From an optimization exercise on the open Yosys and OpenROAD flow, aimed at small area, a short achievable clock period and few clock cycles; shortcuts taken in it are not production practice.
In this exercise RTL edits were held to simulation tests only and were not proved equivalent to the original.
Power figures rest on the tool's default switching activity, not on a simulated workload.

$ cat flow/design.v
module mgm_core (
    input  wire         clk,
    input  wire         rst,           
    input  wire         cmd_valid,
    output wire         cmd_ready,
    input  wire [7:0]   cmd_word,
    input  wire [127:0] cmd_data,
    input  wire [255:0] cmd_key,
    output wire         rsp_valid,
    input  wire         rsp_ready,
    output wire [15:0]  rsp_word,
    output wire [127:0] rsp_data,
    output wire         creq_valid,
    input  wire         creq_ready,
    output wire [127:0] creq_data,
    input  wire         crsp_valid,
    input  wire [127:0] crsp_data,
    output wire         ckey_valid,
    output wire [255:0] ckey_data
);
    localparam integer D  = 16;           
    localparam integer M  = 128 / D;      
    localparam integer CW = 3;             
    localparam integer KEYREG = 1;   
    localparam [2:0] OP_NOP     = 3'd0,
                     OP_SET_KEY = 3'd1,
                     OP_SET_IV  = 3'd2,
                     OP_UPDATE  = 3'd3,
                     OP_ENCRYPT = 3'd4,
                     OP_DECRYPT = 3'd5,
                     OP_DIGEST  = 3'd6;
    localparam [3:0] ST_OK        = 4'd0,
                     ST_ERR_OP    = 4'd1,
                     ST_ERR_LEN   = 4'd2,
                     ST_ERR_NOKEY = 4'd3,
                     ST_ERR_PHASE = 4'd4,
                     ST_ERR_ALIGN = 4'd5;
    localparam [2:0] PH_UNINIT = 3'd0,
                     PH_IVSET  = 3'd1,
                     PH_AD     = 3'd2,
                     PH_ENC    = 3'd3,
                     PH_DEC    = 3'd4,
                     PH_DONE   = 3'd5;
    localparam [2:0] E_IDLE = 3'd0,    
                     E_REQ  = 3'd1,    
                     E_WAIT = 3'd2,    
                     E_HOLD = 3'd3,    
                     E_MULW = 3'd4,    
                     E_PROD = 3'd5;    
    localparam [2:0] K_IVY = 3'd0,     
                     K_IVZ = 3'd1,     
                     K_KS  = 3'd2,     
                     K_H   = 3'd3,     
                     K_TAG = 3'd4;     
    function [127:0] mulx;
        input [127:0] b;
        begin
            mulx = {b[126:0], 1'b0} ^ (b[127] ? 128'h87 : 128'd0);
        end
    endfunction
    function [127:0] prefix_mask;
        input [4:0] n;
        integer i;
        begin
            for (i = 0; i < 16; i = i + 1)
                prefix_mask[127 - 8*i -: 8] = (i < n) ? 8'hff : 8'h00;
        end
    endfunction
    function [127:0] digit_mul;
        input [127:0] v;
        input [D-1:0] d;
        integer i;
        reg [127:0] t, acc;
        begin
            acc = 128'd0;
            t   = v;
            for (i = 0; i < D; i = i + 1) begin
                if (d[i]) acc = acc ^ t;
                t = mulx(t);
            end
            digit_mul = acc;
        end
    endfunction
    function [127:0] mulxd;
        input [127:0] v;
        integer i;
        reg [127:0] t;
        begin
            t = v;
            for (i = 0; i < D; i = i + 1)
                t = mulx(t);
            mulxd = t;
        end
    endfunction
    reg [2:0]   phase;
    reg         key_valid;
    reg         err_sticky;
    reg [127:0] Y;
    reg [127:0] Z;
    reg [127:0] sum;
    reg [60:0]  auth_size;      
    reg [60:0]  data_size;
    reg         b_valid;        
    reg         b_pend;         
    reg [7:0]   b_word;
    reg [127:0] b_data;
    reg [2:0]   ex_state;
    reg [2:0]   kind;
    reg [2:0]   cur_op;
    reg [4:0]   cur_len;
    reg [3:0]   cur_status;
    reg [4:0]   cur_rlen;
    reg         din;            
    reg         creq_valid_r;
    reg         sel_y, sel_s, sel_iv, iv_bit;
    reg         rsp_valid_r;
    reg [13:0]  rsp_word_r;
    reg [127:0] rsp_data_r;
    reg         mbusy;
    reg [CW-1:0] mcnt;
    reg [127:0] V;
    reg [127:0] blk;
    wire [2:0] b_op  = b_word[2:0];
    wire [4:0] b_len = b_word[7:3];
    reg [3:0] chk_status;
    always @(*) begin
        chk_status = ST_OK;
        if (b_op == 3'd7)
            chk_status = ST_ERR_OP;
        else if (b_op == OP_NOP)
            chk_status = ST_OK;
        else if ((b_op == OP_SET_KEY && b_len != 5'd0) ||
                 (b_op == OP_SET_IV  && b_len != 5'd16) ||
                 (b_op >= OP_UPDATE  && b_len > 5'd16))
            chk_status = ST_ERR_LEN;
        else if (b_op == OP_SET_KEY)
            chk_status = ST_OK;
        else if (b_op == OP_SET_IV)
            chk_status = key_valid ? ST_OK : ST_ERR_NOKEY;
        else if ((b_op == OP_UPDATE  && !(phase == PH_IVSET || phase == PH_AD)) ||
                 (b_op == OP_ENCRYPT && !(phase == PH_IVSET || phase == PH_AD || phase == PH_ENC)) ||
                 (b_op == OP_DECRYPT && !(phase == PH_IVSET || phase == PH_AD || phase == PH_DEC)) ||
                 (b_op == OP_DIGEST  && !(phase == PH_IVSET || phase == PH_AD || phase == PH_ENC || phase == PH_DEC)))
            chk_status = ST_ERR_PHASE;
        else if ((b_op == OP_UPDATE && auth_size[3:0] != 4'd0) ||
                 ((b_op == OP_ENCRYPT || b_op == OP_DECRYPT) && data_size[3:0] != 4'd0))
            chk_status = ST_ERR_ALIGN;
    end
    wire [127:0] len_mask = prefix_mask(cur_len);
    wire [127:0] trailer  = {auth_size, 3'b000, data_size, 3'b000};
    wire         slot_free = !rsp_valid_r || rsp_ready;
    wire         cur_in_b  = b_valid && !b_pend;      
    wire         cur_dat   = (cur_op == OP_ENCRYPT) || (cur_op == OP_DECRYPT);
    wire         mlast     = mbusy && (mcnt == M - 1);
    reg          fin;           
    reg          prod;          
    reg          rsp_we;        
    reg          src_b, src_r, src_c, src_m;
    reg          b_cons;        
    reg          b_inpl;        
    reg          set_din, clr_din;
    reg          mload;         
    reg [1:0]    blk_src;       
    reg          issue;         
    reg [2:0]    nkind;
    reg [2:0]    nstate;
    reg          y_ld, y_inc, z_ld, z_inc;
    reg          gate_h;
    always @(*) begin
        fin = 1'b0; prod = 1'b0; rsp_we = 1'b0;
        src_b = 1'b0; src_r = 1'b0; src_c = 1'b0; src_m = 1'b0;
        b_cons = 1'b0; b_inpl = 1'b0; set_din = 1'b0; clr_din = 1'b0;
        mload = 1'b0; blk_src = 2'd0;
        issue = 1'b0; nkind = kind; nstate = ex_state;
        y_ld = 1'b0; y_inc = 1'b0; z_ld = 1'b0; z_inc = 1'b0;
        case (ex_state)
            E_REQ: begin
                if (creq_ready) begin
                    nstate = E_WAIT;
                    if (kind == K_KS && cur_len == 5'd16) y_inc = 1'b1;
                    if (kind == K_H) z_inc = 1'b1;
                end
            end
            E_WAIT: begin
                if (crsp_valid) begin
                    case (kind)
                        K_IVY: begin
                            y_ld = 1'b1;
                            issue = 1'b1; nkind = K_IVZ;
                        end
                        K_IVZ: begin
                            z_ld = 1'b1;
                            if (slot_free) begin
                                prod = 1'b1; rsp_we = 1'b1; fin = 1'b1;
                            end else
                                nstate = E_PROD;
                        end
                        K_KS: begin
                            if (din) begin
                                rsp_we = 1'b1; src_r = 1'b1; src_c = 1'b1; src_m = 1'b1;
                            end else if (slot_free) begin
                                rsp_we = 1'b1; src_b = 1'b1; src_c = 1'b1; src_m = 1'b1;
                                b_cons = 1'b1; set_din = 1'b1;
                            end else
                                b_inpl = 1'b1;
                            if (cur_op == OP_ENCRYPT) begin
                                nkind = K_H;
                                if (gate_h) issue = 1'b1;
                                else nstate = E_HOLD;
                            end else begin
                                if (din || slot_free) begin
                                    prod = 1'b1; fin = 1'b1;
                                end else
                                    nstate = E_PROD;
                            end
                        end
                        K_H: begin
                            mload = 1'b1;
                            blk_src = din ? 2'd1 : (cur_op == OP_DIGEST) ? 2'd2 : 2'd0;
                            case (cur_op)
                                OP_UPDATE: begin
                                    if (cur_in_b) b_cons = 1'b1;
                                    if (slot_free) begin
                                        prod = 1'b1; rsp_we = 1'b1; fin = 1'b1;
                                    end else
                                        nstate = E_PROD;
                                end
                                OP_ENCRYPT: begin
                                    if (din) begin
                                        prod = 1'b1; fin = 1'b1;
                                    end else if (slot_free) begin
                                        rsp_we = 1'b1; src_b = 1'b1; src_m = 1'b1;
                                        b_cons = 1'b1; prod = 1'b1; fin = 1'b1;
                                    end else
                                        nstate = E_PROD;
                                end
                                OP_DECRYPT: begin
                                    issue = 1'b1; nkind = K_KS;
                                end
                                default: begin    
                                    nstate = E_MULW;
                                end
                            endcase
                        end
                        default: begin    
                            rsp_we = 1'b1; src_c = 1'b1; src_m = 1'b1;
                            prod = 1'b1; fin = 1'b1;
                        end
                    endcase
                end else if (cur_in_b && !din && slot_free) begin
                    rsp_we = 1'b1; src_b = 1'b1; src_m = 1'b1;
                    b_cons = 1'b1; set_din = 1'b1;
                end
            end
            E_HOLD: begin
                if (gate_h) begin
                    issue = 1'b1; nkind = K_H;
                end
            end
            E_MULW: begin
                if ((!mbusy || mlast) && slot_free) begin
                    issue = 1'b1; nkind = K_TAG;
                end
            end
            E_PROD: begin
                if (slot_free) begin
                    prod = 1'b1; rsp_we = 1'b1; fin = 1'b1;
                    if (cur_in_b) begin
                        b_cons = 1'b1;
                        if (cur_dat) begin
                            src_b = 1'b1; src_m = 1'b1;
                        end
                    end
                end
            end
            default: ;
        endcase
        if ((ex_state == E_REQ || ex_state == E_HOLD) && cur_in_b && !din && slot_free) begin
            rsp_we = 1'b1; src_b = 1'b1; src_m = 1'b1;
            b_cons = 1'b1; set_din = 1'b1;
        end
        if (issue) nstate = E_REQ;
        if (fin) begin
            nstate = E_IDLE;
            clr_din = 1'b1;
        end
    end
    always @(*) begin
        gate_h = !mload && (!mbusy || (mcnt >= M - 3));
    end
    wire dispatch = b_pend && (ex_state == E_IDLE || fin);
    wire d_ok     = (chk_status == ST_OK);
    wire d_req    = d_ok && ((b_op == OP_SET_IV) || (b_op == OP_DIGEST) ||
                             ((b_op == OP_UPDATE || b_op == OP_ENCRYPT || b_op == OP_DECRYPT) && b_len != 5'd0));
    wire req_pend = creq_valid_r || (ex_state == E_HOLD) || (ex_state == E_MULW) ||
                    ((ex_state == E_WAIT) &&
                     ((kind == K_IVY) || (kind == K_KS && cur_op == OP_ENCRYPT) ||
                      (kind == K_H && (cur_op == OP_DECRYPT || cur_op == OP_DIGEST))));
    wire accept;
    assign rsp_valid  = rsp_valid_r;
    assign rsp_word   = {2'b00, rsp_word_r};
    assign rsp_data   = rsp_data_r;
    assign creq_valid = creq_valid_r;
    wire [127:0] creq_mux = sel_y ? Y : (sel_s ? sum : Z);
    assign creq_data  = {sel_iv ? iv_bit : creq_mux[127], creq_mux[126:0]};
    generate
        if (KEYREG) begin : g_keyreg
            reg         ckey_valid_r;
            reg [255:0] ckey_r;
            assign cmd_ready  = !b_valid;
            assign accept     = cmd_valid && !b_valid;
            assign ckey_valid = ckey_valid_r;
            assign ckey_data  = ckey_r;
            always @(posedge clk) begin
                if (accept && cmd_word == {5'd0, OP_SET_KEY})
                    ckey_r <= cmd_key;
                if (rst)
                    ckey_valid_r <= 1'b0;
                else
                    ckey_valid_r <= dispatch && d_ok && (b_op == OP_SET_KEY);
            end
        end else begin : g_keythru
            wire is_key = (cmd_word == {5'd0, OP_SET_KEY});
            assign cmd_ready  = !b_valid && !(is_key && req_pend);
            assign accept     = cmd_valid && cmd_ready;
            assign ckey_valid = accept && is_key;
            assign ckey_data  = cmd_key;
        end
    endgenerate
    always @(posedge clk) begin
        if (accept) begin
            b_word <= cmd_word;
            b_data <= cmd_data;
        end else if (b_inpl)
            b_data <= (b_data ^ crsp_data) & len_mask;
        if (y_ld)
            Y <= crsp_data;
        else if (y_inc)
            Y <= {Y[127:64], Y[63:0] + 64'd1};
        if (dispatch && d_ok && b_op == OP_SET_IV)
            Z <= b_data;
        else if (z_ld)
            Z <= crsp_data;
        else if (z_inc)
            Z <= {Z[127:64] + 64'd1, Z[63:0]};
        if (prod) begin
            rsp_word_r <= {err_sticky, key_valid, phase, cur_rlen, cur_status};
        end
        if (rsp_we)
            rsp_data_r <= (({128{src_b}} & b_data) ^ ({128{src_r}} & rsp_data_r) ^
                           ({128{src_c}} & crsp_data)) & ({128{src_m}} & len_mask);
        if (issue) begin
            sel_y  <= (nkind == K_KS);
            sel_s  <= (nkind == K_TAG);
            sel_iv <= (nkind == K_IVY) || (nkind == K_IVZ);
            iv_bit <= (nkind == K_IVZ);
        end
        if (dispatch && d_req) begin
            sel_y  <= (b_op == OP_ENCRYPT);
            sel_s  <= 1'b0;
            sel_iv <= (b_op == OP_SET_IV);
            iv_bit <= 1'b0;
        end
        if (mload) begin
            V <= crsp_data;
            case (blk_src)
                2'd0:    blk <= b_data & len_mask;
                2'd1:    blk <= rsp_data_r;
                default: blk <= trailer;
            endcase
        end else if (mbusy) begin
            V   <= mulxd(V);
            blk <= blk >> D;
        end
        if (dispatch && d_ok && b_op == OP_SET_IV)
            sum <= 128'd0;
        else if (mbusy)
            sum <= sum ^ digit_mul(V, blk[D-1:0]);
        if (dispatch) begin
            cur_op     <= b_op;
            cur_len    <= b_len;
            cur_status <= chk_status;
            cur_rlen   <= (d_ok && (b_op == OP_ENCRYPT || b_op == OP_DECRYPT || b_op == OP_DIGEST)) ? b_len : 5'd0;
            kind       <= (b_op == OP_SET_IV) ? K_IVY : (b_op == OP_ENCRYPT) ? K_KS : K_H;
        end else if (issue)
            kind <= nkind;
        if (dispatch && d_ok) begin
            case (b_op)
                OP_SET_IV: begin
                    auth_size <= 61'd0;
                    data_size <= 61'd0;
                end
                OP_UPDATE:  auth_size <= auth_size + {56'd0, b_len};
                OP_ENCRYPT, OP_DECRYPT: data_size <= data_size + {56'd0, b_len};
                default: ;
            endcase
        end
        if (rst) begin
            phase        <= PH_UNINIT;
            key_valid    <= 1'b0;
            err_sticky   <= 1'b0;
            b_valid      <= 1'b0;
            b_pend       <= 1'b0;
            ex_state     <= E_IDLE;
            din          <= 1'b0;
            creq_valid_r <= 1'b0;
            rsp_valid_r  <= 1'b0;
            mbusy        <= 1'b0;
            mcnt         <= {CW{1'b0}};
        end else begin
            if (accept) begin
                b_valid <= 1'b1;
                b_pend  <= 1'b1;
            end else begin
                if (b_cons) b_valid <= 1'b0;
                if (dispatch) begin
                    b_pend <= 1'b0;
                    if (!d_req || b_op == OP_SET_IV || b_op == OP_DIGEST)
                        b_valid <= 1'b0;
                end
            end
            if (prod)
                rsp_valid_r <= 1'b1;
            else if (rsp_ready)
                rsp_valid_r <= 1'b0;
            if (issue || (dispatch && d_req && !(b_op != OP_SET_IV && b_op != OP_ENCRYPT && !gate_h)))
                creq_valid_r <= 1'b1;
            else if (creq_ready)
                creq_valid_r <= 1'b0;
            if (set_din) din <= 1'b1;
            if (clr_din) din <= 1'b0;
            if (dispatch) begin
                din <= 1'b0;
                if (!d_req)
                    ex_state <= E_PROD;
                else if (b_op == OP_SET_IV || b_op == OP_ENCRYPT || gate_h)
                    ex_state <= E_REQ;
                else
                    ex_state <= E_HOLD;
            end else
                ex_state <= nstate;
            if (dispatch && d_ok && b_op == OP_SET_IV) begin
                mbusy <= 1'b0;
            end else if (mload) begin
                mbusy <= 1'b1;
                mcnt  <= {CW{1'b0}};
            end else if (mbusy) begin
                mcnt <= mcnt + 1'b1;
                if (mcnt == M - 1) mbusy <= 1'b0;
            end
            if (dispatch) begin
                if (!d_ok)
                    err_sticky <= 1'b1;
                else begin
                    case (b_op)
                        OP_SET_KEY: begin
                            key_valid <= 1'b1;
                            phase     <= PH_UNINIT;
                        end
                        OP_SET_IV: begin
                            phase      <= PH_IVSET;
                            err_sticky <= 1'b0;
                        end
                        OP_UPDATE:  if (b_len != 5'd0) phase <= PH_AD;
                        OP_ENCRYPT: if (b_len != 5'd0) phase <= PH_ENC;
                        OP_DECRYPT: if (b_len != 5'd0) phase <= PH_DEC;
                        OP_DIGEST:  phase <= PH_DONE;
                        default: ;
                    endcase
                end
            end
        end
    end
endmodule
$ cat flow/config.mk
export PLATFORM = sky130hd
export DESIGN_NAME = mgm_core
export DESIGN_NICKNAME = mgm_core
export VERILOG_FILES = /design/flow/design.v
export SDC_FILE = /design/flow/constraint.sdc
export NUM_CORES = 4
export LEC_CHECK = 0
export CAP_MARGIN = 20
export CORE_MARGIN = 2
export CORE_UTILIZATION = 40
export SLEW_MARGIN = 20
$ cat flow/run.sh
#!/bin/bash
# synth_recipe.tcl (not shown) runs the flow's synth.tcl, then flattens the netlist and writes it again
# the make line also repeats each setting of config.mk as NAME=value (left out here)
make -C /OpenROAD-flow-scripts/flow DESIGN_CONFIG=/design/flow/config.mk WORK_HOME=/design/flow/orfs CLKGATE_MAP_FILE= SYNTH_SCRIPT=/design/flow/synth_recipe.tcl finish
$ cat flow/constraint.sdc
create_clock -name core_clock -period 6.0 [get_ports {clk}]
set_input_delay 1.2000 -clock core_clock [delete_from_list [all_inputs] [get_ports {clk}]]
set_output_delay 1.2000 -clock core_clock [all_outputs]
set_load 0.01 [all_outputs]
==> results.txt <==
==> cell usage after synthesis, drive strengths merged (5+ instances only) <==
cell type,n
nand2,3534
xnor2,1848
edfxtp,1188
clkbuf,673
xor2,667
nor2,561
o21ai,547
a21oi,229
buf,185
mux2i,150
dfxtp,148
nand3,134
o31ai,93
and2,88
a22oi,75
nor3,59
and3,58
inv,53
nand4,50
a22o,40
xnor3,39
or3,31
nor3b,30
nor4,28
o211ai,27
a221o,22
a221oi,19
and4,19
nand2b,18
nor2b,17
ha,15
xor3,15
a31oi,13
a21o,11
or2,10
or4,8
o21a,7
nand3b,6
a211oi,5
o22ai,5
==> through the flow <==
| step | hold slack (ns) | setup WS (ns) | cell area [sq um] | TNS (ns) |
|---|---|---|---|---|
| global placement | 0.408 | 1.27 | 105000 | 0 |
| global route | 0.431 | 0.888 | 111000 | 0 |
| floorplan | 0.400 | -1.68 | 92800 | -215.50 |
| finish | 0.417 | 0.787 | 111000 | 0 |
| CTS | 0.414 | 0.888 | 111000 | 0 |
| detailed placement | 0.405 | 1.12 | 105000 | 0 |
==> power groups by stage <==
stage	clock [mW]	sequential, mW	combinational (mW)
CTS	9.98	13.1	10.7
global placement	0	13.3	10.5
finish	9.91	13.2	10.9
floorplan	0	12.4	6.70
detailed placement	0	13.3	10.6
global route	10.3	13.3	11.5
==> sequential cells by signal, summed over array words and instances (netlist names), 5 cells and up <==
name and count:
b_word 8, auth_size 61, rsp_data_r 128, Z 128, blk 128, b_data 128, V 128, rsp_word_r 13
g_keyreg.ckey_r 256, cur_rlen 5, cur_len 5, Y 128, sum 128, data_size 61
==> routing by layer <==
layer	part of all wire (%)	vias up	global-route usage [%]	wire length, um
met4	4.3	14	12.8	16800
met2	43	5257	46.1	165000
li1	-	36100	-	-
met1	40	39800	44.1	155000
met3	13	689	7.65	49600
met5	0.022	-	0	86
==> cell usage in the layout, fill, tap and decap left out, drive strengths merged, types with 28 or more instances in the layout <==
cell and instances:
a21oi 229, a22o 40, a22oi 75, and2 88, and3 58, buf 132
clkbuf 210, clkdlybuf4s50 1054, clkinv 54, dfxtp 148, edfxtp 1188, inv 56
mux2i 150, nand2 3534, nand3 134, nand4 50, nor2 561, nor3 59
nor3b 30, nor4 28, o21ai 547, o31ai 93, or3 31, xnor2 1848
xnor3 39, xor2 667
==> logic make-up after synthesis <==
group / count (synthesis)
other: 1
muxes: 150
xor gates and xnor gates: 2569
and+or+nand+nor: 4659
DFF: 1336
buffers and inverters: 913
adders and majority gates: 17
AOI/OAI and AO/OA: 1120
==> cell type report <==
cell class | instances | share of cell area (%)
antenna | 17 | 0.0385
clock buffer | 210 | 3.87
clock inverter | 74 | 0.855
inverter | 55 | 0.201
multi-input combinational | 8518 | 45.9
sequential | 1336 | 35.0
tap | 3026 | 3.42
timing repair buffer | 1186 | 10.8
==> critical path, stage by stage (launching register included) <==
cell,delay [ns]
dfxtp_4,0.97
buf_4,0.57
mux2i_1,0.13
o21ai_0,0.78
clkdlybuf4s50_1,0.70
==> final timing paths <==
kind / from / endpoint / slack, ns / cells after the start
max: sel_s / creq_data[13] / 0.79 / 4
min: cur_rlen[3] / rsp_word_r[7] / 0.42 / 0
max reg2reg: b_word[0] / Z[112] / 1.85 / 9
min reg2reg: cur_rlen[3] / rsp_word_r[7] / 0.42 / 0
==> results.txt <==
WP data required=4.80 ns; CTS resizes=0; clock buffer depth=3; clk sinks=1,336; TritonCTS buffer count=155; synthesized flop and latch total=1,336; VDD IR max=0.000229 V; Cell Pwr Density=308 nW/um^2; area leader, netlist=edfxtp_1; adder-cell area share of the yosys netlist=0.246%; Primary FF master, synth=edfxtp_1; Tightest Pin Transition=1.21 ns; Synth top area share=38.5%; CTS tree=done; via count=81,900; status=no timing/DRC/antenna violations; Root Buffer Master=clkbuf_16; Seq/Total Area, Yosys=41.7%; ys async rst share=0%; Initial Utilization=40.3%; NetSw=12.4 mW; Netlist Area Pre-Place=92,700 sq um; sw frac=36.5%; final cell count without fillers=14,400; Via density=5.68; Mean Syn Cell Area=8.61 sq um; initial antenna violation count=40; routability congestion estimate from global placement=0.983; wirelength, routed=386 mm; fillers=21,500; area occupied by multi-input gates=50,700 sq um; Setup Viol. Count Final=0; Syn-to-layout area delta=19.2%; max-cap violations=0; number of synthesized flops with an enable pin=1,188; WP data arrival=4.01 ns; dpl hpwl=268 mm; largest family of logic cells by synthesized area=XOR/XNOR gates; largest net degree at the start of global routing=197; relative slew slack=19.5%; startpoint types=flop; number of global-route vias before repair=76,300; final max-slew violation count=0; ratio of cells with drive above 1 in the final layout=3.63%; Ports=1,058; H-tree Lvls=4; Static Leak=38.2 nW; Storage cell area=38,600 sq um; post-synthesis mux area share=1.62%; cts hold-fix bufs=0; Clk network pwr share=29.1%; kind of critical path=reg -> out; Synth area leaders=edfxtp_1 (38%), xnor2_1 (17%), nand2_1 (14%); xor/xnor cell area share of the yosys netlist=25.1%; drt pass-1 iters=6; wire length per cell=26.8 um; clock latency on the worst-skew pair=0.87 ns; RSZ-0062 raised after global routing=false; Die Y-Extent=485 um; Worst setup EP type=primary output; Compound-Gate Fraction of Synth Area=7.15%; clock slew at reported path FFs=0.07 ns; core area=230,000 sq um; Inst Count DP=14,100; Worst Path Max Fanout=46; synth warn=1; Post-route DRC=0; minimum clock period=5.21 ns; Hold Vio Cnt, Final=0; Setup Buffers After CTS=0; Pint=21.6 mW; antenna-violating nets left=0; combinational share of power=32.1%; hold crit path type=reg -> reg; global-route wire length before repair=549 mm; Flop pwr share=38.8%; total power=34.1 mW; num rows=176; Fmax=192 MHz; fin nets=11,800; initial drt markers=11,500; gr ovfl total=0; gr usage total=31.4%; Die W=485 um; Die ar.=236,000 sq um; Synth Area in Simple Gates=20.3%; fin crit share=86.9%; final core utilization=48.0%; PortBufs=1,054; cell count after synthesis=10,800; Final Skew=0.0520 ns; synth unique cells=82
Testbench counts, summed over its fixed seeds: cycles 41,393.

re-timing with driven ports:
The results above use ideal ports. As a check the final layout listed here was re-extracted and re-timed, cells and wires unchanged.
Step 1, drivers: a clkbuf_16 drives clk and a buf_2 each remaining input, both assumed.
Step 2 times the ports against the registers' clock, not the clock port: input delays grow and output delays shrink by t, the midpoint of the rising clock arrivals with the driver on.
a / b / c = ideal / step 1 / step 2; a / b = the first two.
t, ns: 0.949
slack for setup (ns): 0.787 / 0.684 / 1.063
hold WS [ns]: 0.417 / 0.417 / 0.417
worst setup path at the end: input to register
worst data-port slew with drivers (ns): 0.19
After both steps setup and hold are still met in this run. The setup slack of this run moves by -0.103 ns with the drivers and by +0.276 ns with both steps.
